Context: an optimization exercise on an open-source flow, tuned for a short achievable clock period and few clock cycles. The choices shown serve that exercise and are no tape-out recipe.
In this exercise RTL edits were held to simulation tests only and were not proved equivalent to the original.
No activity file was given, so power comes from the tool's default toggle rates.

===== design/flow/flow/run.sh =====
#!/bin/bash
# Standard ORFS layout with two additions: the reset pin is placed next to
# mem_wr_en, and timing repair aims for more setup slack than the default.
set -euo pipefail
here=$(pwd)
bash standard.sh IO_CONSTRAINTS="$here/flow/io.tcl" SETUP_SLACK_MARGIN=8.7 finish > "$here/orfs_make.log" 2>&1

===== design/flow/flow/io.tcl =====
# keep the reset input next to the write-enable output: the write enable is
# gated by reset, so this is the one path from an input straight to an output
set_io_pin_constraint -group -order -pin_names {rst mem_wr_en}

===== design/flow/standard.sh =====
#!/bin/bash
# synth_recipe.tcl (not shown) runs the flow's synth.tcl, then flattens the netlist and writes it again
# the make line also repeats each setting of config.mk as NAME=value (left out here)
make -C /OpenROAD-flow-scripts/flow DESIGN_CONFIG=/design/flow/config.mk WORK_HOME=/design/flow/orfs CLKGATE_MAP_FILE= SYNTH_SCRIPT=/design/flow/synth_recipe.tcl "${@:-finish}"

===== design/flow/config.mk =====
export PLATFORM = sky130hd
export DESIGN_NAME = fb_engine
export DESIGN_NICKNAME = fb_engine
export VERILOG_FILES = /design/flow/design.v
export SDC_FILE = /design/flow/constraint.sdc
export NUM_CORES = 4
export LEC_CHECK = 0
export ABC_CLOCK_PERIOD_IN_PS = 4000
export CAP_MARGIN = 20
export CORE_MARGIN = 2
export CORE_UTILIZATION = 40
export SLEW_MARGIN = 20

===== design/flow/constraint.sdc =====
create_clock -name core_clock -period 15.0 [get_ports {clk}]
set_input_delay 3.0000 -clock core_clock [delete_from_list [all_inputs] [get_ports {clk}]]
set_output_delay 3.0000 -clock core_clock [all_outputs]
set_load 0.01 [all_outputs]

===== design/flow/design.v =====
module fb_engine (
    input  wire        clk,
    input  wire        rst,
    input  wire        cmd_valid,
    output wire        cmd_ready,
    input  wire [3:0]  cmd_op,
    input  wire        cmd_fb,
    input  wire [15:0] cmd_x1,
    input  wire [15:0] cmd_y1,
    input  wire [15:0] cmd_x2,
    input  wire [15:0] cmd_y2,
    input  wire [15:0] cmd_x3,
    input  wire [15:0] cmd_y3,
    input  wire [7:0]  cmd_color,
    input  wire [31:0] cmd_pal,
    input  wire        img_valid,
    output wire        img_ready,
    input  wire [7:0]  img_data,
    output wire        mem_rd_en,
    output wire [16:0] mem_rd_addr,
    input  wire [7:0]  mem_rd_data,
    output wire        mem_wr_en,
    output wire [16:0] mem_wr_addr,
    output wire [7:0]  mem_wr_data,
    output wire        busy,
    output reg         active_valid,
    output reg         active_fb,
    output reg         cursor_en
);
    localparam [3:0] OP_SETCLIP  = 4'd0,
                     OP_SETPIXEL = 4'd1,
                     OP_LINE     = 4'd2,
                     OP_RECT     = 4'd3,
                     OP_CLEAR    = 4'd4,
                     OP_COPYRECT = 4'd5,
                     OP_IMAGE    = 4'd7,
                     OP_SCROLLUP = 4'd8,
                     OP_ACTIVATE = 4'd9;
    localparam [1:0] K_FILL = 2'd0,
                     K_COPY = 2'd1,
                     K_IMG  = 2'd2,
                     K_LINE = 2'd3;
    localparam [2:0] F_LAST = 3'd7;
    reg [15:0] clx1_0, cly1_0, clx2_0, cly2_0;
    reg [15:0] clx1_1, cly1_1, clx2_1, cly2_1;
    reg cmd_ready_r, busy_r, img_ready_r;
    assign cmd_ready = cmd_ready_r;
    assign busy      = busy_r;
    assign img_ready = img_ready_r;
    wire accept = cmd_valid && cmd_ready_r;
    wire take   = img_valid && img_ready_r;
    reg        f_valid;
    reg [2:0]  f_st;
    reg [3:0]  f_op;
    reg        f_fb;
    reg [15:0] f_x1, f_y1, f_x2, f_y2, f_x3, f_y3;
    reg [7:0]  f_color;
    reg [31:0] f_pal;
    reg        f_w1go;
    reg        fl_setclip, fl_act, fl_pixel, fl_line, fl_rect, fl_clear;
    reg        fl_copy, fl_scroll, fl_img, fl_walk;
    reg        f_rdy;            
    wire [15:0] kx1 = f_fb ? clx1_1 : clx1_0;
    wire [15:0] ky1 = f_fb ? cly1_1 : cly1_0;
    wire [15:0] kx2 = f_fb ? clx2_1 : clx2_0;
    wire [15:0] ky2 = f_fb ? cly2_1 : cly2_0;
    function signed [19:0] sx20;
        input [15:0] v;
        begin
            sx20 = $signed({4'b0000, v});
        end
    endfunction
    function signed [19:0] max3;
        input signed [19:0] a, b, c;
        reg ab, ac, bc;
        begin
            ab = a >= b;
            ac = a >= c;
            bc = b >= c;
            max3 = (ab && ac) ? a : (!ab && bc) ? b : c;
        end
    endfunction
    reg [15:0] e_x1, e_y1, e_x2, e_y2, e_x3, e_y3;
    reg [15:0] g_x1, g_y1, g_x2, g_y2;
    reg signed [19:0] s_nx, s_ny, s_l1, s_l2, s_t1, s_t2, s_r1, s_r2a, s_b1, s_b2a;
    reg [15:0] s_a1, s_c1, s_a2, s_c2;           
    reg        s_crevx, s_crevy;                 
    reg        s_leq;                            
    reg signed [19:0] s_r2, s_b2;
    reg        s_rempty;
    reg [15:0] s_rwm1, s_rhm1;
    reg signed [19:0] s_adx, s_nady;
    reg        s_lsx, s_lsy;
    reg signed [19:0] s_L, s_T, s_R, s_B;
    reg signed [19:0] s_err;
    reg        s_lbeyond;
    reg [15:0] s_sx, s_sy, s_tx, s_ty;
    reg signed [19:0] s_nxc1, s_nyc1;
    reg [1:0]  d_kind;
    reg        d_empty;
    reg [15:0] d_colw, d_roww, d_colr, d_rowr;
    reg [15:0] d_wm1, d_hm1, d_jump;
    reg        d_neg;
    reg [15:0] d_aw, d_ar;
    reg        d_rlast, d_wm1z;
    always @(posedge clk) begin
        e_x1 <= (fl_clear || fl_scroll) ? 16'd0 : f_x1;
        e_y1 <= fl_clear ? 16'd0 : f_y1;
        e_x2 <= (fl_clear || fl_scroll) ? 16'd480 : fl_pixel ? f_x1 : f_x2;
        e_y2 <= fl_clear ? 16'd128 : fl_scroll ? f_y1 + 16'd128 : fl_pixel ? f_y1 : f_y2;
        e_x3 <= fl_scroll ? 16'd0 : f_x3;
        e_y3 <= fl_scroll ? 16'd0 : f_y3;
        g_x1 <= fl_scroll ? 16'd0   : kx1;
        g_y1 <= fl_scroll ? 16'd0   : ky1;
        g_x2 <= fl_scroll ? 16'd480 : kx2;
        g_y2 <= fl_scroll ? 16'd136 : ky2;
        s_nx  <= sx20(e_x2) - sx20(e_x1);
        s_ny  <= sx20(e_y2) - sx20(e_y1);
        s_l1  <= sx20(g_x1) - sx20(e_x1);
        s_l2  <= sx20(g_x1) - sx20(e_x3);
        s_t1  <= sx20(g_y1) - sx20(e_y1);
        s_t2  <= sx20(g_y1) - sx20(e_y3);
        s_r1  <= sx20(e_x2) - sx20(g_x2);
        s_r2a <= sx20(e_x3) - sx20(g_x2);
        s_b1  <= sx20(e_y2) - sx20(g_y2);
        s_b2a <= sx20(e_y3) - sx20(g_y2);
        s_a1  <= (e_x1 > g_x1) ? e_x1 : g_x1;
        s_c1  <= (e_y1 > g_y1) ? e_y1 : g_y1;
        s_a2  <= (e_x2 < g_x2) ? e_x2 : g_x2;
        s_c2  <= (e_y2 < g_y2) ? e_y2 : g_y2;
        s_crevx <= e_x3 > e_x1;
        s_crevy <= e_y3 > e_y1;
        s_leq   <= (e_x1 == e_x2) && (e_y1 == e_y2);
        s_r2 <= s_r2a + s_nx;
        s_b2 <= s_b2a + s_ny;
        s_rempty <= (s_a1 >= s_a2) || (s_c1 >= s_c2);
        s_rwm1 <= s_a2 + ~s_a1;
        s_rhm1 <= s_c2 + ~s_c1;
        s_adx  <= s_nx[19] ? -s_nx : s_nx;
        s_nady <= s_ny[19] ? s_ny : -s_ny;
        s_lsx  <= !(s_nx > 0);
        s_lsy  <= !(s_ny > 0);
        s_L <= max3(20'sd0, s_l1, s_l2);
        s_T <= max3(20'sd0, s_t1, s_t2);
        s_R <= max3(20'sd0, s_r1, s_r2);
        s_B <= max3(20'sd0, s_b1, s_b2);
        s_err <= s_adx + s_nady;
        s_lbeyond <= (s_lsx ? (e_x1 < g_x1) : (e_x1 >= g_x2)) ||
                     (s_lsy ? (e_y1 < g_y1) : (e_y1 >= g_y2));
        s_sx   <= e_x1 + s_L[15:0];
        s_sy   <= e_y1 + s_T[15:0];
        s_tx   <= e_x3 + s_L[15:0];
        s_ty   <= e_y3 + s_T[15:0];
        s_nxc1 <= s_nx + ~s_L + ~s_R + 20'sd1;      
        s_nyc1 <= s_ny + ~s_T + ~s_B + 20'sd1;
        d_neg  <= 1'b0;
        d_colr <= 16'd0;
        d_rowr <= 16'd0;
        if (fl_copy) begin
            d_kind  <= K_COPY;
            d_empty <= (s_nx <= 0) || (s_ny <= 0) || s_nxc1[19] || s_nyc1[19] ||
                       (fl_scroll && f_y1 == 16'd0);
            d_colr  <= s_crevx ? s_sx + s_nxc1[15:0] : s_sx;
            d_colw  <= s_crevx ? s_tx + s_nxc1[15:0] : s_tx;
            d_rowr  <= s_crevy ? s_sy + s_nyc1[15:0] : s_sy;
            d_roww  <= s_crevy ? s_ty + s_nyc1[15:0] : s_ty;
            d_wm1   <= s_nxc1[15:0];
            d_hm1   <= s_nyc1[15:0];
            d_jump  <= (s_crevy ? -16'd480 : 16'd480) +
                       (s_crevx ? s_nxc1[15:0] : ~s_nxc1[15:0]) + {15'd0, !s_crevx};
            d_neg   <= s_crevx;
        end else if (fl_img) begin
            d_kind  <= K_IMG;
            d_empty <= (f_x2 == 16'd0) || (f_y2 == 16'd0);
            d_colw  <= f_x1;
            d_roww  <= f_y1;
            d_wm1   <= f_x2 - 16'd1;
            d_hm1   <= f_y2 - 16'd1;
            d_jump  <= 16'd481 - f_x2;
        end else if (fl_line) begin
            d_kind  <= K_LINE;
            d_empty <= 1'b0;
            d_colw  <= f_x1;
            d_roww  <= f_y1;
        end else begin
            d_kind  <= K_FILL;
            d_empty <= s_rempty;
            d_colw  <= s_a1;
            d_roww  <= s_c1;
            d_wm1   <= s_rwm1;
            d_hm1   <= s_rhm1;
            d_jump  <= 16'd480 - s_rwm1;
        end
        d_aw    <= {d_roww[6:0], 9'd0} - {d_roww[10:0], 5'd0} + d_colw;
        d_ar    <= {d_rowr[6:0], 9'd0} - {d_rowr[10:0], 5'd0} + d_colr;
        d_wm1z  <= (d_wm1 == 16'd0);
        d_rlast <= (d_kind == K_LINE) ? (s_leq || s_lbeyond)
                                      : ((d_wm1 == 16'd0) && (d_hm1 == 16'd0));
    end
    reg [7:0]  ff0, ff1, ff2, ff3;
    reg [1:0]  ff_wp, ff_rp;
    reg [2:0]  ff_cnt;
    wire [7:0] ff_head = (ff_rp == 2'd0) ? ff0 :
                         (ff_rp == 2'd1) ? ff1 :
                         (ff_rp == 2'd2) ? ff2 : ff3;
    reg        w1_act;
    reg [15:0] w1_cx, w1_cy, w1_wm1;
    reg [1:0]  w1_q;
    wire w1_last  = (w1_cx == 16'd0) && (w1_cy == 16'd0);
    wire w1_start = f_valid && fl_img && !f_w1go && !w1_act &&
                    (f_x2 != 16'd0) && (f_y2 != 16'd0);
    wire w1_adv   = w1_act && ((w1_q != 2'd0) || take);
    reg        wk_valid;
    reg        wk_last;          
    reg        wk_rd;            
    reg [1:0]  wk_kind;
    reg        wk_fb;
    reg [15:0] wk_aw, wk_ar, wk_cx, wk_cy, wk_wm1, wk_jump;
    reg        wk_cxz, wk_wm1z, wk_neg;
    reg [15:0] wk_x, wk_y, wk_x0;
    reg [15:0] wk_kx1, wk_ky1, wk_kx2, wk_ky2;
    reg [7:0]  wk_color;
    reg [31:0] wk_pal;
    reg [7:0]  wk_byte;
    reg [1:0]  wk_q;
    reg [15:0] wk_lx2, wk_ly2;
    reg signed [19:0] wk_dx, wk_dy, wk_dxy, wk_err;
    reg        wk_lsx, wk_lsy;
    reg [15:0] wk_dax, wk_day, wk_daxy;
    wire wk_img  = (wk_kind == K_IMG);
    wire wk_line = (wk_kind == K_LINE);
    wire wk_copy = (wk_kind == K_COPY);
    wire ff_empty = (ff_cnt == 3'd0);
    wire emit     = wk_valid && !(wk_img && (wk_q == 2'd0) && ff_empty);
    wire pop      = emit && wk_img && (wk_q == 2'd0);
    wire wk_free  = !wk_valid || (emit && wk_last);
    wire signed [19:0] e2 = {wk_err[18:0], 1'b0};
    wire l_stx = (e2 >= wk_dy);
    wire l_sty = (e2 <= wk_dx);
    wire [15:0] l_xs = wk_lsx ? wk_x - 16'd1 : wk_x + 16'd1;
    wire [15:0] l_ys = wk_lsy ? wk_y - 16'd1 : wk_y + 16'd1;
    wire signed [19:0] l_err_x  = wk_err + wk_dy;
    wire signed [19:0] l_err_y  = wk_err + wk_dx;
    wire signed [19:0] l_err_xy = wk_err + wk_dxy;
    wire [15:0] l_aw_x  = wk_aw + wk_dax;
    wire [15:0] l_aw_y  = wk_aw + wk_day;
    wire [15:0] l_aw_xy = wk_aw + wk_daxy;
    wire l_eqx_c = (wk_x == wk_lx2), l_eqx_s = (l_xs == wk_lx2);
    wire l_eqy_c = (wk_y == wk_ly2), l_eqy_s = (l_ys == wk_ly2);
    wire l_bx_c  = wk_lsx ? (wk_x < wk_kx1) : (wk_x >= wk_kx2);
    wire l_bx_s  = wk_lsx ? (l_xs < wk_kx1) : (l_xs >= wk_kx2);
    wire l_by_c  = wk_lsy ? (wk_y < wk_ky1) : (wk_y >= wk_ky2);
    wire l_by_s  = wk_lsy ? (l_ys < wk_ky1) : (l_ys >= wk_ky2);
    wire l_eqx = l_stx ? l_eqx_s : l_eqx_c;
    wire l_eqy = l_sty ? l_eqy_s : l_eqy_c;
    wire l_bx  = l_stx ? l_bx_s : l_bx_c;
    wire l_by  = l_sty ? l_by_s : l_by_c;
    wire l_last_nx = (l_eqx && l_eqy) || l_bx || l_by;
    wire r_cy0 = (wk_cy == 16'd0);
    wire r_cy1 = (wk_cy == 16'd1);
    wire r_cx1 = (wk_cx == 16'd1);
    wire r_last_nx = wk_cxz ? (wk_wm1z && r_cy1) : (r_cx1 && r_cy0);
    reg        p_valid, p_we, p_copy;
    reg [16:0] p_addr;
    reg [7:0]  p_data;
    reg        w_en;
    reg [16:0] w_addr;
    reg [7:0]  w_data;
    wire copy_ok = !wk_valid && !(p_valid && p_we);
    wire load    = f_rdy && !d_empty && wk_free &&
                   (d_kind != K_COPY || copy_ok) &&
                   (d_kind != K_IMG || f_w1go || w1_start);
    wire f_done  = f_valid && ((!fl_walk && f_st == 3'd0) || (f_rdy && (d_empty || load)));
    always @(posedge clk) begin
        if (rst) begin
            f_valid      <= 1'b0;
            f_rdy        <= 1'b0;
            cmd_ready_r  <= 1'b1;
            busy_r       <= 1'b0;
            clx1_0 <= 16'd0; cly1_0 <= 16'd0; clx2_0 <= 16'd480; cly2_0 <= 16'd128;
            clx1_1 <= 16'd0; cly1_1 <= 16'd0; clx2_1 <= 16'd480; cly2_1 <= 16'd128;
            active_valid <= 1'b0;
            active_fb    <= 1'b0;
            cursor_en    <= 1'b0;
        end else begin
            cmd_ready_r <= !accept && (!f_valid || f_done);
            busy_r      <= accept || f_valid || wk_valid || p_valid || w1_act;
            if (accept) begin
                f_valid <= 1'b1;
                f_rdy   <= 1'b0;
                f_st    <= 3'd0;
                f_op    <= cmd_op;
                f_fb    <= cmd_fb;
                f_x1    <= cmd_x1;
                f_y1    <= cmd_y1;
                f_x2    <= cmd_x2;
                f_y2    <= cmd_y2;
                f_x3    <= cmd_x3;
                f_y3    <= cmd_y3;
                f_color <= cmd_color;
                f_pal   <= cmd_pal;
                f_w1go  <= 1'b0;
                fl_setclip <= (cmd_op == OP_SETCLIP);
                fl_act     <= (cmd_op == OP_ACTIVATE);
                fl_pixel   <= (cmd_op == OP_SETPIXEL);
                fl_line    <= (cmd_op == OP_LINE) || (cmd_op == OP_SETPIXEL);
                fl_rect    <= (cmd_op == OP_RECT) || (cmd_op == OP_CLEAR);
                fl_clear   <= (cmd_op == OP_CLEAR);
                fl_copy    <= (cmd_op == OP_COPYRECT) || (cmd_op == OP_SCROLLUP);
                fl_scroll  <= (cmd_op == OP_SCROLLUP);
                fl_img     <= (cmd_op == OP_IMAGE);
                fl_walk    <= (cmd_op == OP_SETPIXEL) || (cmd_op == OP_LINE) ||
                              (cmd_op == OP_RECT) || (cmd_op == OP_CLEAR) ||
                              (cmd_op == OP_COPYRECT) || (cmd_op == OP_SCROLLUP) ||
                              (cmd_op == OP_IMAGE);
            end else if (f_valid) begin
                if (f_done) f_valid <= 1'b0;
                if (f_done) f_rdy <= 1'b0;
                else if (f_st == F_LAST - 3'd1) f_rdy <= 1'b1;
                if (f_st != F_LAST) f_st <= f_st + 3'd1;
                if (w1_start) f_w1go <= 1'b1;
                if (f_st == 3'd0) begin
                    if (fl_setclip) begin
                        if (f_fb) begin
                            clx1_1 <= f_x1; cly1_1 <= f_y1; clx2_1 <= f_x2; cly2_1 <= f_y2;
                        end else begin
                            clx1_0 <= f_x1; cly1_0 <= f_y1; clx2_0 <= f_x2; cly2_0 <= f_y2;
                        end
                    end
                    if (fl_act) begin
                        active_valid <= 1'b1;
                        active_fb    <= f_fb;
                        cursor_en    <= !f_fb;
                    end
                end
            end
        end
    end
    wire [2:0] ff_cnt_nx = ff_cnt + {2'b00, take} - {2'b00, pop};
    wire       space_nt  = (ff_cnt != 3'd4) || pop;      
    always @(posedge clk) begin
        if (rst) begin
            w1_act      <= 1'b0;
            img_ready_r <= 1'b0;
            ff_wp       <= 2'd0;
            ff_rp       <= 2'd0;
            ff_cnt      <= 3'd0;
        end else begin
            ff_cnt <= ff_cnt_nx;
            if (take) begin
                ff_wp <= ff_wp + 2'd1;
                case (ff_wp)
                    2'd0: ff0 <= img_data;
                    2'd1: ff1 <= img_data;
                    2'd2: ff2 <= img_data;
                    default: ff3 <= img_data;
                endcase
            end
            if (pop) ff_rp <= ff_rp + 2'd1;
            if (w1_start) begin
                w1_act <= 1'b1;
                w1_cx  <= f_x2 - 16'd1;
                w1_cy  <= f_y2 - 16'd1;
                w1_wm1 <= f_x2 - 16'd1;
                w1_q   <= 2'd0;
            end else if (w1_adv) begin
                w1_q <= w1_q + 2'd1;
                if (w1_cx == 16'd0) begin
                    w1_cx <= w1_wm1;
                    if (w1_cy == 16'd0) w1_act <= 1'b0;
                    else w1_cy <= w1_cy - 16'd1;
                end else begin
                    w1_cx <= w1_cx - 16'd1;
                end
            end
            if (w1_start)
                img_ready_r <= space_nt;
            else if (!w1_act || take)
                img_ready_r <= 1'b0;
            else if (w1_q == 2'd0)
                img_ready_r <= space_nt;
            else
                img_ready_r <= (w1_q == 2'd3) && !w1_last && space_nt;
        end
    end
    always @(posedge clk) begin
        if (rst) begin
            wk_valid <= 1'b0;
            wk_rd    <= 1'b0;
        end else if (load) begin
            wk_valid <= 1'b1;
            wk_rd    <= (d_kind == K_COPY);
            wk_last  <= d_rlast;
            wk_kind  <= d_kind;
            wk_fb    <= f_fb;
            wk_aw    <= d_aw;
            wk_ar    <= d_ar;
            wk_cx    <= d_wm1;
            wk_cy    <= d_hm1;
            wk_wm1   <= d_wm1;
            wk_cxz   <= d_wm1z;
            wk_wm1z  <= d_wm1z;
            wk_jump  <= d_jump;
            wk_neg   <= d_neg;
            wk_x     <= f_x1;
            wk_y     <= f_y1;
            wk_x0    <= f_x1;
            wk_kx1   <= kx1;
            wk_ky1   <= ky1;
            wk_kx2   <= kx2;
            wk_ky2   <= ky2;
            wk_color <= f_color;
            wk_pal   <= f_pal;
            wk_q     <= 2'd0;
            wk_lx2   <= e_x2;
            wk_ly2   <= e_y2;
            wk_dx    <= s_adx;
            wk_dy    <= s_nady;
            wk_dxy   <= s_err;
            wk_err   <= s_err;
            wk_lsx   <= s_lsx;
            wk_lsy   <= s_lsy;
            wk_dax   <= s_lsx ? 16'hffff : 16'd1;
            wk_day   <= s_lsy ? -16'd480 : 16'd480;
            wk_daxy  <= s_lsx ? (s_lsy ? -16'd481 : 16'd479)
                              : (s_lsy ? -16'd479 : 16'd481);
        end else if (emit) begin
            if (wk_last) begin
                wk_valid <= 1'b0;
                wk_rd    <= 1'b0;
            end
            if (pop) wk_byte <= ff_head;
            if (wk_line) begin
                wk_last <= l_last_nx;
                if (l_stx && l_sty) begin
                    wk_err <= l_err_xy;
                    wk_aw  <= l_aw_xy;
                end else if (l_stx) begin
                    wk_err <= l_err_x;
                    wk_aw  <= l_aw_x;
                end else if (l_sty) begin
                    wk_err <= l_err_y;
                    wk_aw  <= l_aw_y;
                end
                if (l_stx) wk_x <= l_xs;
                if (l_sty) wk_y <= l_ys;
            end else begin
                wk_last <= r_last_nx;
                wk_q    <= wk_q + 2'd1;
                if (wk_cxz) begin
                    wk_cx  <= wk_wm1;
                    wk_cxz <= wk_wm1z;
                    wk_cy  <= wk_cy - 16'd1;
                    wk_x   <= wk_x0;
                    wk_y   <= wk_y + 16'd1;
                    wk_aw  <= wk_aw + wk_jump;
                    wk_ar  <= wk_ar + wk_jump;
                end else begin
                    wk_cx  <= wk_cx - 16'd1;
                    wk_cxz <= r_cx1;
                    wk_x   <= wk_x + 16'd1;
                    wk_aw  <= wk_neg ? wk_aw - 16'd1 : wk_aw + 16'd1;
                    wk_ar  <= wk_neg ? wk_ar - 16'd1 : wk_ar + 16'd1;
                end
            end
        end
    end
    wire in_clip = (wk_x >= wk_kx1) && (wk_x < wk_kx2) &&
                   (wk_y >= wk_ky1) && (wk_y < wk_ky2);
    wire [7:0] img_byte = (wk_q == 2'd0) ? ff_head : wk_byte;
    reg  [1:0] img_v;
    always @(*) begin
        case (wk_q)
            2'd0: img_v = img_byte[1:0];
            2'd1: img_v = img_byte[3:2];
            2'd2: img_v = img_byte[5:4];
            default: img_v = img_byte[7:6];
        endcase
    end
    wire [7:0] img_col = wk_pal[8*img_v +: 8];
    always @(posedge clk) begin
        if (rst) begin
            p_valid <= 1'b0;
            w_en    <= 1'b0;
        end else begin
            p_valid <= emit;
            w_en    <= p_valid && p_we;
        end
        p_we   <= (wk_line || wk_img) ? in_clip : 1'b1;
        p_copy <= wk_copy;
        p_addr <= {wk_fb, wk_aw};
        p_data <= wk_img ? img_col : wk_color;
        w_addr <= p_addr;
        w_data <= p_copy ? mem_rd_data : p_data;
    end
    assign mem_wr_en   = w_en && !rst;
    assign mem_wr_addr = w_addr;
    assign mem_wr_data = w_data;
    assign mem_rd_en   = wk_rd;
    assign mem_rd_addr = {wk_fb, wk_ar};
endmodule

==> impl_metrics.yaml, run 1 <==
status:
  status: "timing/DRC/antenna clean"
floorplanning:
  chipHeight_um: 470
  start_util: 0.404
  dieWidth_um: 470
  core_area_mm2: 0.215
  pin_count: 211
  row_count: 170
  fp.dieArea_mm2: 0.221
critical_path:
  setup.worst_path.start_class: "input pin"
  path_depth: 3
  crit_required_ns: 12.00
  reg2reg_depth: 12
  crit_fanout: 2
  reg2reg_to: "wk_kx2[13]"
  crit_path_top_delay_cell: "buf_16"
  r2r-start: "f_y2[0]"
  crit_path_start: "rst"
  path_buf_inv: 2
  cp.arrival_ns: 3.30
  crit_end: "mem_wr_en"
  cp_top_family: "buffers and inverters"
  crit_path_end_kind: "output port"
  worstPathCellList: "buf_16, nor2b_4, buf_6"
  critical_path_class: "input pin to output port"
  regToRegSetupSlack_ns: 9.02
  max_stage_delay_ns: 0.10
layout:
  final_area_mm2: 0.0987
  areaGrowthSynthToFinish_pct: 13.7
  utilization: 0.459
  fillers: 20100
  layout_common_cells: "dfxtp_1, ha_1, nand2_1"
  final_common_cell: "dfxtp_1"
  drive_gt1_frac: 0.0653
  layout.nets: 10100
timing:
  timing.final.ws_setup_ns: 8.70
  post-route-period-util: 0.420
  relSlewSlack: 0.273
  final-hold-violation-count: 0
  setup-violations-final: 0
  tightestPinTransition_ns: 1.09
  finalClockSkew_ns: 0.0626
  rsz0062_at_grt: "yes"
  whs_ns: 0.325
  maxSlewViolCount: 0
  setup_tns_ns: 0
  period_minus_slack_ns: 6.30
  fmax_ghz: 0.159
drt:
  first_pass_iters: 7
  drc: 0
  wl_per_cell_um: 23.8
  drtIter0Drc: 6521
  drt_wl_total_um: 286000
  via_per_inst: 5.49
  vias: 66200
  ant_nets: 0
min_path:
  hold_depth: 0
  hold_class: "flip-flop to flip-flop"
cts:
  root_buffer: "clkbuf_16"
  path_clk_slew_ns: 0.06
  clock_path_buffers: 3
  insertion_delay_ns: 0.87
  tritoncts: "yes"
  cts_max_level: 4
  cts_buffers: 182
  cts-hold-fix-buffers: 0
  cts_sinks: 1635
yosys:
  synth_top_flop_cell: "dfxtp_1"
  ys_types: 87
  ys_seq_area_frac: 0.453
  synth_edf_count: 657
  yosysTopAreaCell: "edfxtp_1"
  synth_area_mm2: 0.0868
  yosysWarnings: 1
  syn-instance-count: 8849
  synth-seq-cells: 1635
  avgSynthCellArea_um2: 9.81
  async_flop_share: 0
  yosys-top-cells-area: "edfxtp_1, dfxtp_1, ha_1, xnor2_1, a21oi_1"
  yosysTopAreaCellShare: 0.227
placed_design:
  place_ws_ns: 8.19
  port_buffers: 210
  dp_hpwl_um: 223000
  placed_cell_area_mm2: 0.0920
  gp_congestion: 0.967
global_routing:
  grt_antenna_before_repair: 21
  grt_max_degree: 143
  grt-ovfl-total: 0
  grtUsageTotal: 0.252
  grt_pass1_vias: 63000
  grt_pass1_wl_um: 414000
power_and_ir_drop:
  power_density_mw_per_mm2: 144
  p_leak_nw: 40.6
  vdd_ir_drop_max_mv: 0.140
job:
  max_cap_viol_count: 0
## area by class of cell
class | count | area [um^2] | share of cell area
repair buffers | 279 | 2650 | 0.0269
clock buffers | 242 | 5090 | 0.0515
clock inverters | 101 | 1430 | 0.0145
inverters | 770 | 2890 | 0.0293
diodes | 16 | 40.0 | 0.000406
flip-flops and latches | 1635 | 39300 | 0.398
multi-input cells | 6172 | 43700 | 0.443
well taps | 2838 | 3550 | 0.0360
## repair_timing
action / in CTS / in global routing
setup endpoints to repair: 5 / 6
pin swaps: 0 / 1
gates cloned: 0 / 1
buffers inserted: 1 / 2
resized for setup: 11 / 5
## synth_stat cells, drive strengths merged (118+ instances only)
master,instances
a21o,129
xor2,179
inv,770
ha,853
nand3,123
mux2,133
clkbuf,220
edfxtp,657
nor2,590
nand2,824
mux2i,120
and2,118
o21ai,522
dfxtp,978
xnor2,429
nor2b,225
nor3,143
a21oi,674
## logic make-up after synthesis
kind of cell	share of synthesized area
AND/OR/NAND/NOR	0.138
AO/OA/AOI/OAI	0.130
flip-flops	0.453
buffers and inverters	0.0459
adder cells (fa/ha/maj)	0.140
XOR/XNOR	0.0614
multiplexers	0.0311
other	0.0000432
## worst register-to-register path, stage by stage, from the launching register on
cell and delay [ns]:
edfxtp_1 0.42, inv_1 0.25, ha_1 0.33, nand3b_1 0.14, or3_4 0.15, or3_4 0.16
o21ai_2 0.14, or4_2 0.75, a31oi_1 0.46, nand2_4 0.61, nor2_4 0.34, buf_12 0.55
buf_4 1.15
## power by group
group          switching (mW)  internal, mW  total (mW)
Clock                    1.96          2.86        4.82
Sequential              0.540          5.19        5.73
Combinational            2.11          1.59        3.70
## how the worst min path moves through the flow
stage,from,to,slack (ns)
after floorplan,d_colr[0],d_ar[0],0.31
after global placement,p_addr[11],w_addr[11],0.31
after detailed placement,p_addr[9],w_addr[9],0.31
after CTS,d_colr[0],d_ar[0],0.33
after global routing,p_addr[16],w_addr[16],0.33
final,p_addr[12],w_addr[12],0.33
## state kept, by name, indices dropped and copies added, names as in the netlist, 19 cells and up
register and cells:
s_adx 20, wk_pal 32, f_pal 32, wk_dxy 19, s_nady 20, wk_dy 20
s_err 19, wk_dx 20, wk_err 19
## through the flow
stage | total power, mW | instances
floorplan | 8.22 | 8851
global placement | 9.38 | 11700
detailed placement | 9.46 | 11700
CTS | 14.3 | 12000
global route | 15.0 | 12000
finish | 14.3 | 12100
## metal layers
layer,track usage,wire length [um]
met2,0.372,120000
met5,0,51
met3,0.0452,23500
met1,0.366,132000
met4,0.0925,10700
Testbench counts, summed over its fixed seeds: cycles 1,097,552.
==> inputs of run 2 (changes only) <==
--- a/design/flow/design.v
+++ b/design/flow/design.v
@@ -83,4 +83,7 @@
     reg [15:0] e_x1, e_y1, e_x2, e_y2, e_x3, e_y3;
     reg [15:0] g_x1, g_y1, g_x2, g_y2;
+    reg [19:0] m_p0, m_p1, m_p2, m_p3;           
+    reg [31:0] m_prod;
+    reg [31:0] m_bytes;
     reg signed [19:0] s_nx, s_ny, s_l1, s_l2, s_t1, s_t2, s_r1, s_r2a, s_b1, s_b2a;
     reg [15:0] s_a1, s_c1, s_a2, s_c2;           
@@ -115,4 +118,10 @@
         g_x2 <= fl_scroll ? 16'd480 : kx2;
         g_y2 <= fl_scroll ? 16'd136 : ky2;
+        m_p0 <= f_x2 * f_y2[3:0];
+        m_p1 <= f_x2 * f_y2[7:4];
+        m_p2 <= f_x2 * f_y2[11:8];
+        m_p3 <= f_x2 * f_y2[15:12];
+        m_prod  <= {12'd0, m_p0} + {8'd0, m_p1, 4'd0} + {4'd0, m_p2, 8'd0} + {m_p3, 12'd0};
+        m_bytes <= {2'b00, m_prod[31:2]} + {31'd0, (m_prod[1:0] != 2'b00)};
         s_nx  <= sx20(e_x2) - sx20(e_x1);
         s_ny  <= sx20(e_y2) - sx20(e_y1);
@@ -205,10 +214,7 @@
                          (ff_rp == 2'd2) ? ff2 : ff3;
     reg        w1_act;
-    reg [15:0] w1_cx, w1_cy, w1_wm1;
-    reg [1:0]  w1_q;
-    wire w1_last  = (w1_cx == 16'd0) && (w1_cy == 16'd0);
-    wire w1_start = f_valid && fl_img && !f_w1go && !w1_act &&
+    reg [31:0] w1_cnt;           
+    wire w1_start = f_valid && fl_img && !f_w1go && !w1_act && (f_st >= 3'd3) &&
                     (f_x2 != 16'd0) && (f_y2 != 16'd0);
-    wire w1_adv   = w1_act && ((w1_q != 2'd0) || take);
     reg        wk_valid;
     reg        wk_last;          
@@ -232,7 +238,22 @@
     wire wk_copy = (wk_kind == K_COPY);
     wire ff_empty = (ff_cnt == 3'd0);
-    wire emit     = wk_valid && !(wk_img && (wk_q == 2'd0) && ff_empty);
-    wire pop      = emit && wk_img && (wk_q == 2'd0);
-    wire wk_free  = !wk_valid || (emit && wk_last);
+    wire adv      = wk_valid && !(wk_img && (wk_q == 2'd0) && ff_empty);
+    wire pop      = adv && wk_img && (wk_q == 2'd0);
+    wire i_vrow  = (wk_y >= wk_ky1) && (wk_y < wk_ky2);
+    wire i_left  = (wk_x < wk_kx1);
+    wire i_right = (wk_x >= wk_kx2);
+    wire i_out   = !i_vrow || i_left || i_right;
+    wire [15:0] i_ld = wk_kx1 - wk_x;
+    wire [2:0] i_a  = 3'd4 - {1'b0, wk_q};
+    wire       i_cxs = (wk_cx[15:2] == 14'd0);
+    wire [2:0] i_r  = i_cxs ? {1'b0, wk_cx[1:0]} + 3'd1 : 3'd4;
+    wire [2:0] i_l  = (i_vrow && i_left && (i_ld[15:2] == 14'd0)) ? {1'b0, i_ld[1:0]} : 3'd4;
+    wire [2:0] i_ar = (i_r < i_a) ? i_r : i_a;
+    wire [2:0] i_ks = (i_l < i_ar) ? i_l : i_ar;
+    wire [2:0] i_k  = i_out ? i_ks : 3'd1;
+    wire       i_rowend = i_cxs && ({1'b0, wk_cx[1:0]} + 3'd1 == i_k);
+    wire       i_done   = i_rowend && (wk_cy == 16'd0);
+    wire emit     = adv && !(wk_img && i_out);
+    wire wk_free  = !wk_valid || (adv && (wk_img ? i_done : wk_last));
     wire signed [19:0] e2 = {wk_err[18:0], 1'b0};
     wire l_stx = (e2 >= wk_dy);
@@ -339,4 +360,6 @@
     wire [2:0] ff_cnt_nx = ff_cnt + {2'b00, take} - {2'b00, pop};
     wire       space_nt  = (ff_cnt != 3'd4) || pop;      
+    wire       space_tk  = (ff_cnt[2:1] == 2'b00) || (ff_cnt == 3'd2) || (ff_cnt == 3'd3 && pop);
+    wire       w1_cnt1   = (w1_cnt == 32'd1);
     always @(posedge clk) begin
         if (rst) begin
@@ -360,26 +383,17 @@
             if (w1_start) begin
                 w1_act <= 1'b1;
-                w1_cx  <= f_x2 - 16'd1;
-                w1_cy  <= f_y2 - 16'd1;
-                w1_wm1 <= f_x2 - 16'd1;
-                w1_q   <= 2'd0;
-            end else if (w1_adv) begin
-                w1_q <= w1_q + 2'd1;
-                if (w1_cx == 16'd0) begin
-                    w1_cx <= w1_wm1;
-                    if (w1_cy == 16'd0) w1_act <= 1'b0;
-                    else w1_cy <= w1_cy - 16'd1;
-                end else begin
-                    w1_cx <= w1_cx - 16'd1;
-                end
+                w1_cnt <= m_bytes;
+            end else if (take) begin
+                w1_cnt <= w1_cnt - 32'd1;
+                if (w1_cnt1) w1_act <= 1'b0;
             end
             if (w1_start)
                 img_ready_r <= space_nt;
-            else if (!w1_act || take)
+            else if (!w1_act)
                 img_ready_r <= 1'b0;
-            else if (w1_q == 2'd0)
-                img_ready_r <= space_nt;
+            else if (take)
+                img_ready_r <= !w1_cnt1 && space_tk;
             else
-                img_ready_r <= (w1_q == 2'd3) && !w1_last && space_nt;
+                img_ready_r <= space_nt;
         end
     end
@@ -425,4 +439,19 @@
             wk_daxy  <= s_lsx ? (s_lsy ? -16'd481 : 16'd479)
                               : (s_lsy ? -16'd479 : 16'd481);
+        end else if (adv && wk_img) begin
+            if (pop) wk_byte <= ff_head;
+            wk_q <= wk_q + i_k[1:0];
+            if (i_rowend) begin
+                if (wk_cy == 16'd0) wk_valid <= 1'b0;
+                wk_cx <= wk_wm1;
+                wk_cy <= wk_cy - 16'd1;
+                wk_x  <= wk_x0;
+                wk_y  <= wk_y + 16'd1;
+                wk_aw <= wk_aw + wk_jump + {13'd0, i_k - 3'd1};
+            end else begin
+                wk_cx <= wk_cx - {13'd0, i_k};
+                wk_x  <= wk_x + {13'd0, i_k};
+                wk_aw <= wk_aw + {13'd0, i_k};
+            end
         end else if (emit) begin
             if (wk_last) begin
==> run 2 against run 1 <==
Against the previous run: sequential share of layout area down 5.6 points; largest cell class unchanged; clock skew rose by 0.0082 ns; largest power group unchanged; global-route usage grew 3.0 points; combinational power grew about 50%.
==> impl_metrics.yaml, run 2 <==
yosys:
  synth-seq-cells: 1760
  synth_top_flop_cell: "dfxtp_1"
  yosysTopAreaCell: "dfxtp_1"
  synth_most_common_cell: "dfxtp_1"
  avgSynthCellArea_um2: 9.53
  syn-instance-count: 10800
  yosysWarnings: 1
  ys_seq_area_frac: 0.403
  synth_edf_count: 639
  yosysTopAreaCellShare: 0.217
  synth_area_mm2: 0.103
  yosys-top-cells-count: "dfxtp_1, ha_1, nand2_1, inv_1, nor2_1"
  ys_types: 103
  yosys-top-cells-area: "dfxtp_1, edfxtp_1, ha_1, xnor2_1, fa_1"
  async_flop_share: 0
timing:
  setup-violations-final: 0
  setup_tns_ns: 0
  tightestPinTransition_ns: 1.38
  final-hold-violation-count: 0
  finalClockSkew_ns: 0.0708
  rsz0062_at_grt: "yes"
  period_minus_slack_ns: 6.52
  relSlewSlack: 0.0785
  post-route-period-util: 0.435
  maxSlewViolCount: 0
  fmax_ghz: 0.153
drt:
  first_pass_iters: 6
  drt_wl_total_um: 389000
  wl_per_cell_um: 26.3
  ant_nets: 0
  drc: 0
  vias: 83800
  via_per_inst: 5.66
  drtIter0Drc: 8979
floorplanning:
  start_util: 0.402
  fp.dieArea_mm2: 0.262
  chipHeight_um: 512
  row_count: 186
  dieWidth_um: 512
  core_area_mm2: 0.257
  pin_count: 211
critical_path:
  cp.arrival_ns: 7.10
  reg2reg_depth: 24
  max_stage_delay_ns: 1.13
  crit_path_end_kind: "flip-flop"
  worst_path_most_repeated_cell: "buf_12"
  crit_required_ns: 15.57
  crit_path_top_delay_cell: "a221oi_1"
  worstPathCellList: "buf_4, ha_1, a21o_1, a221o_1, a221oi_1, o21ai_0, nor2_1, a21oi_2, inv_2, ha_4, nor3_4, and4_4, o2111ai_4, mux2i_4, o2111ai_4, mux2i_4, nor2_4, buf_6, nor2_4, buf_8, buf_12, buf_12, buf_12, buf_16"
  crit_fanout: 11
  setup.worst_path.start_class: "flip-flop"
  critical_path_class: "flip-flop to flip-flop"
cts:
  cts_buffers: 195
  insertion_delay_ns: 0.91
  cts_sinks: 1760
  root_buffer: "clkbuf_16"
  clock_path_buffers: 3
  cts_max_level: 4
  path_clk_slew_ns: 0.07
  tritoncts: "yes"
global_routing:
  grt_pass1_wl_um: 543000
  grt_pass1_vias: 79500
  grt_max_degree: 107
  grt_antenna_before_repair: 45
  grt-ovfl-total: 0
  grtUsageTotal: 0.282
status:
  status: "timing/DRC/antenna clean"
layout:
  fillers: 23600
  final_area_mm2: 0.122
  layout.nets: 12700
  areaGrowthSynthToFinish_pct: 17.8
  layout_common_cells: "dfxtp_1, ha_1, nand2_1"
  drive_gt1_frac: 0.0979
  final_common_cell: "dfxtp_1"
  utilization: 0.473
placed_design:
  placed_cell_area_mm2: 0.109
  port_buffers: 210
  gp_congestion: 0.971
  dp_hpwl_um: 287000
min_path:
  hold_depth: 0
  hold_class: "flip-flop to flip-flop"
power_and_ir_drop:
  p_leak_nw: 51.4
  vdd_ir_drop_max_mv: 0.207
  power_density_mw_per_mm2: 142
job:
  max_cap_viol_count: 0
==> run 2: cell count changes after synthesis, sizes merged, moves of 71 or more <==
cell | before | now
nand3 | 123 | 234
and2 | 118 | 189
nand2 | 824 | 1019
dfxtp | 978 | 1121
ha | 853 | 1048
fa | 75 | 219
nor2 | 590 | 742
clkbuf | 220 | 296
inv | 770 | 1015
xnor2 | 429 | 569
==> run 2: report_power, final <==
group,internal (mW),switching (mW),total (mW)
logic,2.26,3.29,5.55
clock network,3.00,2.21,5.20
registers,5.70,0.756,6.45
==> run 2: what timing repair did <==
item | in CTS | in global routing
hold buffers | 0 | 0
pin swaps | 27 | 35
resized for setup | 145 | 260
gates cloned | 33 | 44
setup buffers | 100 | 52
endpoints found under the setup margin | 500 | 500
==> run 2: logic make-up after synthesis <==
group           Yosys count  share of synthesized area
compound gates         2190                      0.133
flops                  1760                      0.403
mux                     329                     0.0339
buf+inv                1388                     0.0514
fa+ha+maj              1267                      0.170
xor+xnor                762                     0.0648
simple gates           3131                      0.144
other cells               1                  0.0000363
==> run 2: per-layer routing <==
metal / track usage / wire [um] / part of all wire
met1: 0.404 / 173000 / 0.44
met2: 0.406 / 159000 / 0.41
met3: 0.0598 / 37600 / 0.097
met4: 0.121 / 18800 / 0.048
met5: 0 / 93 / 0.00024
==> run 2: area by class of cell <==
| cell class | instances | area (um^2) | share of cell area |
|---|---|---|---|
| Clock buffer | 256 | 5550 | 0.0457 |
| Multi-Input combinational cell | 7685 | 57800 | 0.476 |
| Sequential cell | 1760 | 41600 | 0.343 |
| Timing Repair Buffer | 566 | 6940 | 0.0571 |
| Tap cell | 3384 | 4230 | 0.0348 |
| Antenna cell | 18 | 45.0 | 0.000371 |
| Clock inverter | 114 | 1470 | 0.0121 |
| Inverter | 1020 | 3840 | 0.0316 |
==> run 2: path summary, 6_finish.rpt <==
kind,end,from,slack (ns)
worst max-delay path,wk_kx2[8],wk_x[10],8.48
worst min-delay path,w_addr[16],p_addr[16],0.32
worst max register to register,wk_kx2[8],wk_x[10],8.48
worst min register to register,w_addr[16],p_addr[16],0.32
==> run 2: critical path, delay by kind of cell (launching register included) <==
kind                       cells  cell delay (ns)
muxes                          2             0.58
and+or+nand+nor                5             1.04
buffers and inverters          8             1.09
DFF                            1             0.40
adders and majority gates      2             0.53
AOI/OAI and AO/OA              7             2.52
==> run 2: stage by stage <==
| step | setup WS [ns] | power [mW] | hold slack [ns] | cells |
|---|---|---|---|---|
| finish | 8.48 | 17.2 | 0.324 | 14800 |
| global route | 8.38 | 18.1 | 0.329 | 14800 |
| CTS | 8.56 | 17.1 | 0.322 | 14700 |
| detailed placement | 6.22 | 11.9 | 0.312 | 14200 |
| global placement | 6.30 | 11.7 | 0.311 | 14200 |
| floorplan | 5.82 | 9.93 | 0.310 | 10800 |
Testbench counts of run 2, summed over its fixed seeds: cycles 1,088,608.
==> inputs of run 3 (changes only) <==
--- a/design/flow/design.v
+++ b/design/flow/design.v
@@ -253,7 +253,6 @@
     wire [2:0] i_k  = i_out ? i_ks : 3'd1;
     wire       i_rowend = i_cxs && ({1'b0, wk_cx[1:0]} + 3'd1 == i_k);
-    wire       i_done   = i_rowend && (wk_cy == 16'd0);
     wire emit     = adv && !(wk_img && i_out);
-    wire wk_free  = !wk_valid || (adv && (wk_img ? i_done : wk_last));
+    wire wk_free  = !wk_valid || (adv && !wk_img && wk_last);
     wire signed [19:0] e2 = {wk_err[18:0], 1'b0};
     wire l_stx = (e2 >= wk_dy);
==> run 3 against run 2 <==
Against the previous run: critical endpoint is now wk_aw[8]; combinational power is 3% higher; sequential share of layout area is 1.1 points higher; final cell count is 1.1% lower; via count is 1.9% lower; core utilization is 1.1 points lower; still clean on timing, DRC and antenna; register-to-register slack better by 0.08 ns; synthesized area is 0.71% lower.
==> impl_metrics.yaml, run 3 <==
yosys:
  yosys-top-cells-count: "dfxtp_1, nand2_1, ha_1, inv_1, a21oi_1"
  ys_seq_area_frac: 0.406
  synth_top_family_by_area: "adder cells"
  synth_most_common_cell: "dfxtp_1"
  synth_xor_area_frac: 0.0667
  synth_compound_area_frac: 0.134
  synth_area_mm2: 0.102
  synth_edf_count: 639
  syn-instance-count: 10800
  synth_top_flop_cell: "dfxtp_1"
  ys_types: 93
  yosysWarnings: 1
  synth_mux_area_frac: 0.0273
  yosys-top-cells-area: "dfxtp_1, edfxtp_1, ha_1, xnor2_1, fa_1"
  synthAdderAreaFrac: 0.171
  yosysTopAreaCell: "dfxtp_1"
  async_flop_share: 0
  yosys.area_share.simple: 0.145
  yosysTopAreaCellShare: 0.219
  avgSynthCellArea_um2: 9.51
  synth-seq-cells: 1760
placed_design:
  port_buffers: 210
  post-place-cells: 14100
  gp_congestion: 0.964
  place_ws_ns: 6.61
  dp_hpwl_um: 283000
  placed_cell_area_mm2: 0.109
global_routing:
  grtUsageTotal: 0.274
  grt_max_degree: 138
  grt_pass1_vias: 78700
  grt_pass1_wl_um: 527000
  grt-ovfl-total: 0
  grt_antenna_before_repair: 63
timing:
  setup-violations-final: 0
  fmax_ghz: 0.155
  finalClockSkew_ns: 0.0646
  final-hold-violation-count: 0
  post-route-period-util: 0.430
  tightestPinTransition_ns: 1.14
  timing.final.ws_setup_ns: 8.56
  period_minus_slack_ns: 6.44
  rsz0062_at_grt: "yes"
  setup_tns_ns: 0
  relSlewSlack: 0.234
  maxSlewViolCount: 0
power_and_ir_drop:
  power_density_mw_per_mm2: 147
  vdd_ir_drop_max_mv: 0.246
  p_leak_nw: 49.2
drt:
  drc: 0
  ant_nets: 0
  wl_per_cell_um: 25.0
  via_per_inst: 5.61
  vias: 82200
  first_pass_iters: 6
  drtIter0Drc: 8244
  drt_wl_total_um: 367000
critical_path:
  cp.arrival_ns: 7.13
  crit_path_end_kind: "flip-flop"
  critical_path_class: "flip-flop to flip-flop"
  max_stage_delay_ns: 0.55
  crit_path_top_delay_cell: "or4_4"
  crit_required_ns: 15.69
  setup.worst_path.start_class: "flip-flop"
  crit_fanout: 5
  worst_path_most_repeated_cell: "buf_6"
floorplanning:
  fp.dieArea_mm2: 0.260
  start_util: 0.403
  pin_count: 211
  row_count: 185
  chipHeight_um: 510
  core_area_mm2: 0.254
  dieWidth_um: 510
cts:
  insertion_delay_ns: 0.89
  cts_sinks: 1760
  path_clk_slew_ns: 0.07
  clock_path_buffers: 3
  cts_max_level: 4
  cts-hold-fix-buffers: 0
  root_buffer: "clkbuf_16"
  cts_buffers: 197
  tritoncts: "yes"
layout:
  finalNonFillerCells: 14600
  drive_gt1_frac: 0.0816
  layout.nets: 12500
  final_area_mm2: 0.118
  final_common_cell: "dfxtp_1"
  areaGrowthSynthToFinish_pct: 14.9
  fillers: 23700
  layout_common_cells: "dfxtp_1, nand2_1, ha_1"
  final-seq-area_mm2: 0.0416
  multi_input_area_mm2: 0.0567
min_path:
  hold_class: "flip-flop to flip-flop"
status:
  status: "timing/DRC/antenna clean"
job:
  max_cap_viol_count: 0
==> run 3: cell types whose count changed in the layout (fill, tap and decap cells not counted), sizes merged, moves of 36 or more <==
cell	change
inv	-36
buf	-63
nand3	-64
nand4	+39
mux2i	-36
nand2	+89
==> run 3: logic make-up after synthesis <==
| kind of cell | after synthesis |
|---|---|
| other | 1 |
| buffers and inverters | 1357 |
| AOI/OAI and AO/OA | 2207 |
| DFF | 1760 |
| xor gates and xnor gates | 780 |
| muxes | 265 |
| and+or+nand+nor | 3141 |
| adders and majority gates | 1267 |
==> run 3: timing repair <==
action | CTS | global route
resized for setup | 110 | 77
endpoints found under the setup margin | 85 | 84
setup buffers | 85 | 28
pin swaps | 44 | 54
cloned | 2 | 3
==> run 3: final cells by class <==
type | instances | share of cell area
Sequential cell | 1760 | 0.354
Clock buffer | 276 | 0.0497
Clock inverter | 98 | 0.0107
Timing Repair Buffer | 471 | 0.0366
Tap cell | 3366 | 0.0358
Antenna cell | 26 | 0.000553
Inverter | 985 | 0.0316
Multi-Input combinational cell | 7665 | 0.481
==> run 3: final timing paths <==
path	from	end	slack [ns]	depth (start not counted)
min	p_addr[11]	w_addr[11]	0.32	0
max reg2reg	wk_x[6]	wk_aw[8]	8.56	40
max	wk_x[6]	wk_aw[8]	8.56	40
min reg2reg	p_addr[11]	w_addr[11]	0.32	0
==> run 3: power by group <==
group	leakage [nW]	total [mW]	internal, mW	switching, mW
logic	30.6	5.73	2.33	3.40
clock network	3.47	5.23	3.05	2.18
registers	15.2	6.39	5.71	0.678
==> run 3: metal layers <==
layer / part of all wire / vias up / global-route usage
met5: 0.00038 / - / 0
met4: 0.045 / 18 / 0.113
met3: 0.090 / 662 / 0.0532
met2: 0.42 / 3470 / 0.407
met1: 0.45 / 39900 / 0.389
li1: - / 38100 / -
==> run 3: critical path, delay by kind of cell, from the launching register on <==
kind,cells,cell delay (ns)
AOI/OAI and AO/OA,7,1.07
adders and majority gates,2,0.53
buffers and inverters,23,2.53
DFF,1,0.44
and+or+nand+nor,8,1.65
==> run 3: stage by stage <==
stage / hold WS [ns] / power, mW / utilization
final: 0.316 / 17.3 / 0.463
after global routing: 0.327 / 18.2 / 0.463
after CTS: 0.325 / 17.3 / 0.460
after detailed placement: 0.312 / 12.0 / 0.427
after global placement: 0.313 / 11.9 / 0.427
after floorplan: 0.310 / 10.0 / -
Testbench counts of run 3, summed over its fixed seeds: cycles 1,089,067.
==> inputs of run 4 (changes only) <==
==> design/flow/flow/run.sh (replaced) <==
#!/bin/bash
# Standard ORFS layout with two additions: the reset pin is placed next to
# mem_wr_en, and timing repair aims for more setup slack than the default.
set -euo pipefail
here=$(pwd)
bash standard.sh IO_CONSTRAINTS="$here/flow/io.tcl" SETUP_SLACK_MARGIN=9.2 finish > "$here/orfs_make.log" 2>&1
==> run 4 against run 3 <==
Against the previous run: combinational power about the same; design area about the same; die area unchanged; still clean; clock-buffer cell count increased by 13.
==> impl_metrics.yaml, run 4 <==
cts:
  tritoncts: "yes"
  path_clk_slew_ns: 0.06
  insertion_delay_ns: 0.88
  cts-hold-fix-buffers: 0
  cts_sinks: 1760
  cts_max_level: 4
  clock_path_buffers: 3
  cts_buffers: 196
  root_buffer: "clkbuf_16"
drt:
  vias: 82400
  drtIter0Drc: 8355
  drc: 0
  ant_nets: 0
  drt_wl_total_um: 367000
  first_pass_iters: 8
  wl_per_cell_um: 25.1
  via_per_inst: 5.62
yosys:
  synth_area_mm2: 0.102
  yosys.area_share.simple: 0.145
  syn-instance-count: 10800
  async_flop_share: 0
  yosysTopAreaCell: "dfxtp_1"
  synth_xor_area_frac: 0.0667
  synth_top_family_by_area: "adder cells"
  yosys-top-cells-count: "dfxtp_1, nand2_1, ha_1, inv_1, a21oi_1"
  yosys-top-cells-area: "dfxtp_1, edfxtp_1, ha_1, xnor2_1, fa_1"
  synth-seq-cells: 1760
  synth_top_flop_cell: "dfxtp_1"
  ys_types: 93
  synth_mux_area_frac: 0.0273
  yosysWarnings: 1
  synth_edf_count: 639
  yosysTopAreaCellShare: 0.219
  ys_seq_area_frac: 0.406
  synth_most_common_cell: "dfxtp_1"
  synthAdderAreaFrac: 0.171
  synth_compound_area_frac: 0.134
  avgSynthCellArea_um2: 9.51
critical_path:
  crit_path_top_delay_cell: "or4_4"
  crit_fanout: 5
  crit_path_end_kind: "flip-flop"
  cp.arrival_ns: 7.16
  setup.worst_path.start_class: "flip-flop"
  cp_top_family: "simple AND/OR/NAND/NOR gates"
  critical_path_class: "flip-flop to flip-flop"
  path_buf_inv: 7
  worst_path_most_repeated_cell: "ha_4"
  crit_required_ns: 15.69
  max_stage_delay_ns: 0.56
global_routing:
  grt_pass1_vias: 78600
  grt_antenna_before_repair: 48
  grtUsageTotal: 0.274
  grt_pass1_wl_um: 526000
  grt_max_degree: 110
  grt-ovfl-total: 0
placed_design:
  gp_congestion: 0.980
  dp_hpwl_um: 283000
  post-place-cells: 14100
  port_buffers: 210
floorplanning:
  chipHeight_um: 510
  pin_count: 211
  core_area_mm2: 0.254
  fp.dieArea_mm2: 0.260
  dieWidth_um: 510
  row_count: 185
  start_util: 0.403
layout:
  finalNonFillerCells: 14600
  final_common_cell: "dfxtp_1"
  drive_gt1_frac: 0.0813
  utilization: 0.463
  areaGrowthSynthToFinish_pct: 15.0
  layout_common_cells: "dfxtp_1, nand2_1, ha_1"
  layout.nets: 12500
job:
  max_cap_viol_count: 0
timing:
  setup_tns_ns: 0
  setup-violations-final: 0
  final-hold-violation-count: 0
  maxSlewViolCount: 0
  tightestPinTransition_ns: 1.18
  finalClockSkew_ns: 0.0520
  relSlewSlack: 0.211
  rsz0062_at_grt: "yes"
  fmax_ghz: 0.154
  post-route-period-util: 0.432
  period_minus_slack_ns: 6.47
power_and_ir_drop:
  power_density_mw_per_mm2: 146
  vdd_ir_drop_max_mv: 0.283
  p_leak_nw: 49.2
min_path:
  hold_class: "flip-flop to flip-flop"
status:
  status: "timing/DRC/antenna clean"
==> run 4: area by class of cell <==
type	instances	area [um^2]
fillers	23600	137000
repair buffers	474	4460
clock inverters	78	998
multi-input cells	7665	56800
inverters	985	3720
flip-flops and latches	1760	41600
clock buffers	289	5880
well taps	3366	4210
diodes	32	80.1
==> run 4: worst paths after layout <==
path	start	end	slack, ns	cells after the start
max	wk_y[15]	wk_aw[9]	8.53	30
min	p_addr[5]	w_addr[5]	0.32	0
max reg2reg	wk_y[15]	wk_aw[9]	8.53	30
min reg2reg	p_addr[5]	w_addr[5]	0.32	0
==> run 4: kinds of logic after synthesis <==
family                   Yosys count
buffers and inverters           1357
XOR/XNOR                         780
multiplexers                     265
AO/OA/AOI/OAI                   2207
AND/OR/NAND/NOR                 3141
other                              1
adder cells (fa/ha/maj)         1267
flip-flops                      1760
==> run 4: power breakdown <==
part,switching [mW],internal (mW)
clock,2.11,2.98
combinational,3.40,2.33
sequential,0.691,5.71
total,6.20,11.0
==> run 4: repair_timing <==
item | 4_1_cts | 5_1_grt
cloned | 5 | 3
pin swaps | 51 | 64
resized for setup | 92 | 84
setup buffers | 79 | 34
setup endpoints to repair | 116 | 192
==> run 4: layer usage <==
layer | track usage | vias up | share of wire
met5 | 0 | - | 0.00017
met4 | 0.118 | 8 | 0.047
met3 | 0.0486 | 726 | 0.087
met2 | 0.408 | 3580 | 0.42
met1 | 0.390 | 40000 | 0.45
li1 | - | 38100 | -
==> run 4: through the flow <==
stage,hold WS (ns),total power [mW],area (um^2),setup slack (ns)
finish,0.317,17.2,118000,8.53
global route,0.321,18.1,118000,8.27
CTS,0.316,17.2,117000,8.69
detailed placement,0.312,12.0,109000,7.69
global placement,0.311,11.9,109000,7.73
floorplan,0.310,10.0,103000,7.46
==> inputs of run 5 (changes only) <==
--- a/design/flow/design.v
+++ b/design/flow/design.v
@@ -71,4 +71,10 @@
         end
     endfunction
+    function signed [16:0] sx17;
+        input [15:0] v;
+        begin
+            sx17 = $signed({1'b0, v});
+        end
+    endfunction
     function signed [19:0] max3;
         input signed [19:0] a, b, c;
@@ -225,4 +231,5 @@
     reg        wk_cxz, wk_wm1z, wk_neg;
     reg [15:0] wk_x, wk_y, wk_x0;
+    reg signed [16:0] wk_xr1, wk_xr2, wk_yr1, wk_yr2, wk_xr1_0, wk_xr2_0;
     reg [15:0] wk_kx1, wk_ky1, wk_kx2, wk_ky2;
     reg [7:0]  wk_color;
@@ -240,13 +247,13 @@
     wire adv      = wk_valid && !(wk_img && (wk_q == 2'd0) && ff_empty);
     wire pop      = adv && wk_img && (wk_q == 2'd0);
-    wire i_vrow  = (wk_y >= wk_ky1) && (wk_y < wk_ky2);
-    wire i_left  = (wk_x < wk_kx1);
-    wire i_right = (wk_x >= wk_kx2);
+    wire i_vrow  = !wk_yr1[16] && wk_yr2[16];
+    wire i_left  = wk_xr1[16];
+    wire i_right = !wk_xr2[16];
     wire i_out   = !i_vrow || i_left || i_right;
-    wire [15:0] i_ld = wk_kx1 - wk_x;
+    wire [15:0] i_ld = {14'd0, 2'd0 - wk_xr1[1:0]};
     wire [2:0] i_a  = 3'd4 - {1'b0, wk_q};
     wire       i_cxs = (wk_cx[15:2] == 14'd0);
     wire [2:0] i_r  = i_cxs ? {1'b0, wk_cx[1:0]} + 3'd1 : 3'd4;
-    wire [2:0] i_l  = (i_vrow && i_left && (i_ld[15:2] == 14'd0)) ? {1'b0, i_ld[1:0]} : 3'd4;
+    wire [2:0] i_l  = (i_vrow && i_left && (wk_xr1[15:2] == 14'h3fff) && (wk_xr1[1:0] != 2'b00)) ? {1'b0, i_ld[1:0]} : 3'd4;
     wire [2:0] i_ar = (i_r < i_a) ? i_r : i_a;
     wire [2:0] i_ks = (i_l < i_ar) ? i_l : i_ar;
@@ -419,4 +426,10 @@
             wk_y     <= f_y1;
             wk_x0    <= f_x1;
+            wk_xr1   <= sx17(f_x1) - sx17(kx1);
+            wk_xr2   <= sx17(f_x1) - sx17(kx2);
+            wk_yr1   <= sx17(f_y1) - sx17(ky1);
+            wk_yr2   <= sx17(f_y1) - sx17(ky2);
+            wk_xr1_0 <= sx17(f_x1) - sx17(kx1);
+            wk_xr2_0 <= sx17(f_x1) - sx17(kx2);
             wk_kx1   <= kx1;
             wk_ky1   <= ky1;
@@ -445,10 +458,13 @@
                 wk_cx <= wk_wm1;
                 wk_cy <= wk_cy - 16'd1;
-                wk_x  <= wk_x0;
-                wk_y  <= wk_y + 16'd1;
+                wk_xr1 <= wk_xr1_0;
+                wk_xr2 <= wk_xr2_0;
+                wk_yr1 <= wk_yr1 + 17'sd1;
+                wk_yr2 <= wk_yr2 + 17'sd1;
                 wk_aw <= wk_aw + wk_jump + {13'd0, i_k - 3'd1};
             end else begin
                 wk_cx <= wk_cx - {13'd0, i_k};
-                wk_x  <= wk_x + {13'd0, i_k};
+                wk_xr1 <= wk_xr1 + $signed({14'd0, i_k});
+                wk_xr2 <= wk_xr2 + $signed({14'd0, i_k});
                 wk_aw <= wk_aw + {13'd0, i_k};
             end
@@ -515,5 +531,5 @@
             w_en    <= p_valid && p_we;
         end
-        p_we   <= (wk_line || wk_img) ? in_clip : 1'b1;
+        p_we   <= wk_line ? in_clip : 1'b1;
         p_copy <= wk_copy;
         p_addr <= {wk_fb, wk_aw};
==> run 5 against run 4 <==
Against the previous run: hold slack worse by 0.0039 ns; critical endpoint is now mem_wr_en; largest cell class unchanged; worst setup slack better by 0.16 ns; clock-buffer cell count fell by 6; synthesized area grew 6.5%; largest power group unchanged; core utilization down 0.56 points; still clean; combinational power decreased by 1%; total power grew 3.0%.
==> impl_metrics.yaml, run 5 <==
drt:
  ant_nets: 0
  wl_per_cell_um: 24.4
  drtIter0Drc: 8352
  drc: 0
  vias: 86600
  first_pass_iters: 7
  drt_wl_total_um: 379000
  via_per_inst: 5.57
floorplanning:
  fp.dieArea_mm2: 0.277
  chipHeight_um: 526
  core_area_mm2: 0.271
  start_util: 0.403
  pin_count: 211
  row_count: 191
  dieWidth_um: 526
timing:
  period_minus_slack_ns: 6.32
  setup_tns_ns: 0
  post-route-period-util: 0.421
  finalClockSkew_ns: 0.0723
  rsz0062_at_grt: "yes"
  relSlewSlack: 0.162
  final-hold-violation-count: 0
  fmax_ghz: 0.158
  setup-violations-final: 0
  tightestPinTransition_ns: 1.25
  maxSlewViolCount: 0
yosys:
  yosys-top-cells-area: "dfxtp_1, edfxtp_1, ha_1, xnor2_1, fa_1"
  async_flop_share: 0
  ys_seq_area_frac: 0.409
  avgSynthCellArea_um2: 9.49
  yosysTopAreaCell: "dfxtp_1"
  synth_area_mm2: 0.109
  yosysTopAreaCellShare: 0.206
  synth_top_flop_cell: "dfxtp_1"
  synth_edf_count: 741
  syn-instance-count: 11500
  ys_types: 92
  yosysWarnings: 1
  synth-seq-cells: 1862
  synth_most_common_cell: "nand2_1"
  yosys-top-cells-count: "nand2_1, dfxtp_1, ha_1, inv_1, nor2_1"
placed_design:
  gp_congestion: 0.982
  post-place-cells: 15100
  placed_cell_area_mm2: 0.116
  port_buffers: 210
  dp_hpwl_um: 289000
cts:
  clock_path_buffers: 4
  cts_sinks: 1862
  cts_max_level: 4
  root_buffer: "clkbuf_16"
  cts_buffers: 209
  tritoncts: "yes"
  cts-hold-fix-buffers: 0
  insertion_delay_ns: 0.93
  path_clk_slew_ns: 0.06
critical_path:
  crit_required_ns: 12.00
  regToRegSetupSlack_ns: 9.16
  crit_fanout: 2
  cp.arrival_ns: 3.32
  r2r-start: "wk_cx[14]"
  crit_path_start: "rst"
  crit_end: "mem_wr_en"
  reg2reg_to: "wk_aw[15]"
  critical_path_class: "input pin to output port"
  setup.worst_path.start_class: "input pin"
  reg2reg_depth: 29
  crit_path_end_kind: "output port"
global_routing:
  grtUsageTotal: 0.266
  grt_antenna_before_repair: 55
  grt_max_degree: 162
  grt_pass1_vias: 83000
  grt-ovfl-total: 0
  grt_pass1_wl_um: 549000
layout:
  layout.nets: 13300
  utilization: 0.458
  finalNonFillerCells: 15500
  final_area_mm2: 0.124
  areaGrowthSynthToFinish_pct: 13.6
  drive_gt1_frac: 0.0671
  final_common_cell: "nand2_1"
  layout_common_cells: "nand2_1, dfxtp_1, ha_1"
power_and_ir_drop:
  power_density_mw_per_mm2: 143
  p_leak_nw: 52.6
  vdd_ir_drop_max_mv: 0.200
  p_total_mw: 17.7
min_path:
  hold_class: "flip-flop to flip-flop"
  hold_depth: 0
job:
  max_cap_viol_count: 0
status:
  status: "timing/DRC/antenna clean"
[run 5: cell count changes after synthesis, sizes merged, moves of 40 or more]
cell	change
mux2i	+68
and3	+40
nor2	+124
o21ai	+112
nand3	+43
and2	-57
inv	+100
edfxtp	+102
nand2	+81
mux2	-41
ha	+69
[run 5: routing by layer]
| metal | track usage | part of all wire | vias up |
|---|---|---|---|
| met2 | 0.404 | 0.43 | 3327 |
| met1 | 0.372 | 0.45 | 42000 |
| met4 | 0.101 | 0.043 | 20 |
| met5 | 0 | 0.00031 | - |
| met3 | 0.0516 | 0.084 | 692 |
| li1 | - | - | 40500 |
[run 5: area by class of cell]
class / count / area (um^2)
clock inverter: 101 / 1100
timing repair buffer: 432 / 3940
multi-input combinational: 8185 / 59600
sequential: 1862 / 44700
antenna: 17 / 42.5
inverter: 1081 / 4070
fill: 25600 / 147000
clock buffer: 283 / 6060
tap: 3570 / 4470
[run 5: worst min-delay path by stage]
stage          startpoint         end  slack (ns)
5_1_grt        p_addr[13]  w_addr[13]        0.33
3_5_place_dp    p_addr[0]   w_addr[0]        0.31
3_3_place_gp   p_addr[16]  w_addr[16]        0.31
6_report        p_addr[6]   w_addr[6]        0.31
4_1_cts         p_addr[0]   w_addr[0]        0.33
2_1_floorplan   d_colr[0]     d_ar[0]        0.31
[run 5: timing repair]
item                                   CTS  global route
setup endpoints to repair              492           248
buffers inserted                        31            21
gates resized for setup                 40            61
pin swaps                               20            28
cloned                                   3             0
endpoints found under the hold margin    0             0
[run 5: logic make-up (layout without fill, tap and decap cells)]
group           Yosys count  count (layout)  share of synthesized area
other cells               1              20                  0.0000344
fa+ha+maj              1340            1340                      0.169
simple gates           3401            3401                      0.146
compound gates         2325            2327                      0.131
flops                  1862            1862                      0.409
xor+xnor                822             822                     0.0661
mux                     292             292                     0.0276
buf+inv                1459            1897                     0.0506
[run 5: stage by stage]
stage	setup WS [ns]	hold slack, ns
2_1_floorplan	6.97	0.310
3_3_place_gp	7.70	0.312
3_5_place_dp	8.17	0.312
4_1_cts	8.68	0.326
5_1_grt	8.65	0.326
6_report	8.68	0.313
[run 5: report_power, final]
group | switching, mW | leakage, nW | internal (mW)
clock network | 2.25 | 3.51 | 3.11
logic | 3.38 | 33.0 | 2.29
registers | 0.697 | 16.1 | 6.01
total | 6.33 | 52.6 | 11.4
[run 5: critical path: stages]
cell     delay (ns)
buf_12         0.10
nor2b_1        0.08
buf_2          0.13
Testbench counts of run 5, summed over its fixed seeds: cycles 1,089,067.

-- afterwards: timing with drivers on the ports --
How much do the figures lean on ideal ports? The routed layouts below were timed once more, with nothing changed but the port constraints.
Step 1, drivers: a clkbuf_16 drives clk and a buf_2 each remaining input, both assumed.
Step 2 times the ports against the registers' clock, not the clock port: input delays grow and output delays shrink by t, the midpoint of the rising clock arrivals with the driver on.
Slacks: ideal / step 1 / step 2; pairs: ideal / step 1.
| run | t, ns | slack for setup (ns) | latest minus earliest clock arrival (ns) |
|---|---|---|---|
| run 1 | 0.942 | 8.700 / 8.638 / 8.489 | 0.063 / 0.064 |
| run 2 | 0.967 | 8.476 / 8.338 / 8.338 | 0.079 / 0.078 |
| run 3 | 0.957 | 8.556 / 8.556 / 8.556 | 0.066 / 0.066 |
| run 4 | 0.961 | 8.527 / 8.527 / 8.527 | 0.055 / 0.055 |
| run 5 | 1.000 | 8.685 / 8.630 / 8.630 | 0.075 / 0.076 |
After both steps every run listed still meets setup and hold. The setup slack of run 1, which loses most, moves by -0.062 ns with the drivers and by -0.211 ns with both steps.
